Source: an optimization exercise on an open RTL-to-GDS flow (aim: small area, a short achievable clock period and few clock cycles). Production flows keep margins and buffers that such runs may drop. The RTL was checked by simulation tests, not by an equivalence proof against the original design. Power figures rest on the tool's default switching activity, not on a simulated workload.

==> v11 <==
==> flow/design.v (excerpt) <==
module txfec (
    input  wire        clk,
    input  wire        rst_n,       
    input  wire        cmd_valid,
    output wire        cmd_ready,
    input  wire [31:0] cmd,
    output wire        rsp_valid,
    input  wire        rsp_ready,
    output wire [3:0]  rsp_st,
    output wire [31:0] rsp_res
);
==> flow/config.mk <==
export PLATFORM = sky130hd
export DESIGN_NAME = txfec
export DESIGN_NICKNAME = txfec
export VERILOG_FILES = /design/flow/design.v
export SDC_FILE = /design/flow/constraint.sdc
export NUM_CORES = 4
export LEC_CHECK = 0
export CAP_MARGIN = 20
export CORE_MARGIN = 2
export CORE_UTILIZATION = 50
export CTS_CLUSTER_DIAMETER = 70
export CTS_CLUSTER_SIZE = 25
export SLEW_MARGIN = 20
==> flow/constraint.sdc <==
create_clock -name core_clock -period 24.0 [get_ports {clk}]
set_input_delay 4.8000 -clock core_clock [delete_from_list [all_inputs] [get_ports {clk}]]
set_output_delay 4.8000 -clock core_clock [all_outputs]
set_load 0.01 [all_outputs]
standard.sh (not shown) runs the stock make flow with config.mk's settings and CLKGATE_MAP_FILE= SYNTH_SCRIPT=/design/flow/synth_recipe.tcl, a recipe that flattens the netlist after the stock synthesis.
==> flow/flow/run.sh <==
#!/bin/bash
# The standard layout, with the port buffers made of buf_4 cells instead of
# the slow delay buffer buffer_ports picks by default.
set -euo pipefail
export BUFFER_PORTS_ARGS="-buffer_cell sky130_fd_sc_hd__buf_4"
bash standard.sh > standard.log 2>&1
==> v28 (differences from v11) <==
--- a/flow/design.v
+++ b/flow/design.v
@@ -350,18 +350,18 @@
     txfec_cnt u_cnt_sync  (.clk(clk), .clr(cnt_clr), .inc(t_sync), .c(cnt_sync));
     txfec_cnt u_cnt_disc  (.clk(clk), .clr(cnt_clr), .inc(t_sync || (tsb_go && hunt && !b47)), .c(cnt_disc));
     txfec_cnt u_cnt_tei   (.clk(clk), .clr(cnt_clr), .inc(pkt_end && f_tei), .c(cnt_tei));
     txfec_cnt u_cnt_cc    (.clk(clk), .clr(cnt_clr), .inc(pkt_end && f_ccerr), .c(cnt_cc));
     txfec_cnt u_cnt_pkt   (.clk(clk), .clr(cnt_clr), .inc(pkt_end), .c(cnt_pkt));
     txfec_cnt u_cnt_ill   (.clk(clk), .clr(cnt_clr), .inc(c_go && !legal), .c(cnt_ill));
-    reg [33:0] q0, q1;
+    reg [35:0] q0, q1;
     reg        qe, rv;
     assign c_go = c_v && !q1v;
-    wire [33:0] x = {x_st[3], x_st[0], x_res};
+    wire [35:0] x = {x_st, x_res};
     assign rsp_valid = rv;
-    assign rsp_st    = {q0[33], q0[33], q0[33], q0[32]};
+    assign rsp_st    = q0[35:32];
     assign rsp_res   = q0[31:0];
     always @(posedge clk) begin
         q0 <= rsp_ready ? (q1v ? q1 : x) : (qe ? x : q0);
         q1 <= q1v ? q1 : x;
     end
     wire pop     = rsp_ready && !qe;
CTS_CLUSTER_SIZE = 20   (was 25)
==> v1 (differences from v11) <==
--- a/flow/design.v
+++ b/flow/design.v
@@ -78,30 +78,20 @@
     assign cmd_ready = rdy;
     wire acc = cmd_valid && rdy;
     wire c_go;
     reg q1v;
     reg [11:0] ra_hi;
     reg [15:0] ra_lo;
-    reg [7:0]  op_q;          
     integer di;
     always @(posedge clk)
         if (!(c_v && q1v)) begin
             c_q <= cmd;
             for (di = 0; di < 12; di = di + 1)
                 ra_hi[di] <= (cmd[23:20] == di + 4);
             for (di = 0; di < 16; di = di + 1)
                 ra_lo[di] <= (cmd[19:16] == di);
-            op_q[0] <= (cmd[31:28] == 4'h1) && (cmd[27:8]  == 20'd0);   
-            op_q[1] <= (cmd[31:28] == 4'h2) && (cmd[27:8]  == 20'd0);   
-            op_q[2] <= (cmd[31:28] == 4'h3) && (cmd[27:16] == 12'd0);   
-            op_q[3] <= (cmd[31:28] == 4'h4) && (cmd[27:24] == 4'd0);    
-            op_q[4] <= (cmd[31:28] == 4'h5) && (cmd[27:8]  == 20'd0);   
-            op_q[5] <= (cmd[31:28] == 4'h6) && (cmd[27:8]  == 20'd0);   
-            op_q[6] <= (cmd[31:28] == 4'h8) && (cmd[27:24] == 4'd0) &&
-                       (cmd[15:0] == 16'd0);                           
-            op_q[7] <= (cmd[31:28] == 4'h9) && (cmd[27:24] == 4'd0);    
         end
     reg rst_q;
     always @(posedge clk)
         rst_q <= rst_n;
     reg        cfg_m2ts, cfg_piden;
     reg [12:0] tpid;
@@ -117,23 +107,26 @@
     reg [26:0] pcrms;         
     wire [31:0] cnt_h84, cnt_h2418, cnt_par, cnt_sync, cnt_disc;
     wire [31:0] cnt_tei, cnt_cc, cnt_pkt, cnt_ill;
     reg [5:0]  dv_n;          
     reg [6:0]  dv_r;          
     reg [26:0] dv_q;          
+    wire [3:0]  op   = c_q[31:28];
     wire [7:0]  b    = c_q[7:0];
     wire [7:0]  addr = c_q[23:16];
     wire [15:0] val  = c_q[15:0];
-    wire is_brev  = op_q[0];
-    wire is_h84   = op_q[1];
-    wire is_h84a  = op_q[2];
-    wire is_h2418 = op_q[3];
-    wire is_par   = op_q[4];
-    wire is_tsb   = op_q[5];
-    wire is_rd    = op_q[6];
-    wire is_wr    = op_q[7];
+    wire z27_8  = (c_q[27:8]  == 20'd0);
+    wire z27_24 = (c_q[27:24] == 4'd0);
+    wire is_brev  = (op == 4'h1) && z27_8;
+    wire is_h84   = (op == 4'h2) && z27_8;
+    wire is_h84a  = (op == 4'h3) && (c_q[27:16] == 12'd0);
+    wire is_h2418 = (op == 4'h4) && z27_24;
+    wire is_par   = (op == 4'h5) && z27_8;
+    wire is_tsb   = (op == 4'h6) && z27_8;
+    wire is_rd    = (op == 4'h8) && z27_24 && (c_q[15:0] == 16'd0);
+    wire is_wr    = (op == 4'h9) && z27_24;
     wire legal    = is_brev || is_h84 || is_h84a || is_h2418 || is_par ||
                     is_tsb || is_rd || is_wr;
     wire b47 = (b == SYNC_BYTE);
     wire a_cfg   = (addr == 8'h00);
     wire a_tpid  = (addr == 8'h01);
     wire a_ctrl  = (addr == 8'h02);
CTS_CLUSTER_DIAMETER = default   (was 70)
CTS_CLUSTER_SIZE = default   (was 25)
==> reports/results.txt <==
Fin area - 0.0986 mm²
Post-synthesis simple-gate area fraction - 13.6%
Run status - timing/DRC/antenna clean
Via count - 71,600
Final worst setup slack - 17,740 ps
Fraction of standard cell area in multi-input logic - 27.6%
Die ar. - 0.177 mm²
Mapped Nets - 7,074
Most frequent cells in the layout - edfxtp_1, nand3_1, nor2_1
GRT met3 Usage - 21.3%
WHS Endpoint - dv_q[16]
M2 GR Usage - 69.7%
Chip Height - 421 µm
Crit path launch - q0[6]
#MultiIn Comb - 4,330
MaxCap Viol Count - 0
Hold path start - dv_q[15]
Sequential area share after synthesis - 66.8%
Layout cells sized above 1 - 12.3%
Sequential cell count - 2,086
Leakage - 31.2 nW
-- figures above: v1

==> reports/results.txt <==
Run status - timing/DRC/antenna clean
Most frequent cells in the layout - edfxtp_1, nand3_1, nand2_1
Fraction of standard cell area in multi-input logic - 28.5%
Sequential cell count - 2,086
Chip Height - 421 µm
GRT met3 Usage - 20.5%
Peak Freq - 160 MHz
Critical path's slowest cell - edfxtp_1
Via count - 68,800
Hold path start - dv_q[4]
MaxCap Viol Count - 0
Die ar. - 0.177 mm²
Final min period - 6260 ps
Post-synthesis simple-gate area fraction - 13.7%
#MultiIn Comb - 4,291
Leakage - 30.6 nW
Sequential area share after synthesis - 66.8%
WHS Endpoint - dv_q[5]
-- figures above: v11

==> reports/results.txt <==
Run status - finished with violations
Layout check failures - max-capacitance violations, max-slew violations
Fin area - 0.0961 mm²
Leakage - 29.9 nW
WHS Endpoint - q1[3]
Layout cells sized above 1 - 12.2%
Slew Viols, Final - 2
Hold path start - q1[3]
Final worst setup slack - 17,810 ps
MaxCap Viol Count - 1
-- figures above: v28

Testbench counts of v11, summed over its fixed seeds: cycles 32,921.
Testbench counts of v28, summed over its fixed seeds: cycles 32,921.
Testbench counts of v1, summed over its fixed seeds: cycles 32,921.

static timing again, ports no longer ideal:
How much do the figures lean on ideal ports? The routed layouts below were timed once more, with nothing changed but the port constraints. Step 1, drivers: a clkbuf_16 drives clk and a buf_2 each remaining input, both assumed. Step 2 adds t to the input delays and takes it off the output delays; t is the mean of the earliest and latest rising clock arrival at the registers after step 1. Input paths then give back, and output paths get back, about the clock's delay inside the block. Three values: no drivers, after step 1, after step 2; two values: the first two.
| run | t (ns) | slack for setup (ns) | worst slew at a driven data input, ns |
|---|---|---|---|
| v11 | 0.957 | 17.740 / 17.639 / 17.629 | 0.04 |
| v28 | 0.943 | 17.812 / 17.715 / 17.160 | 0.47 |
| v1 | 0.978 | 17.740 / 17.636 / 17.865 | 0.06 |
For v28, which loses most, drivers alone change the setup slack by -0.097 ns; drivers and shift together by -0.652 ns.
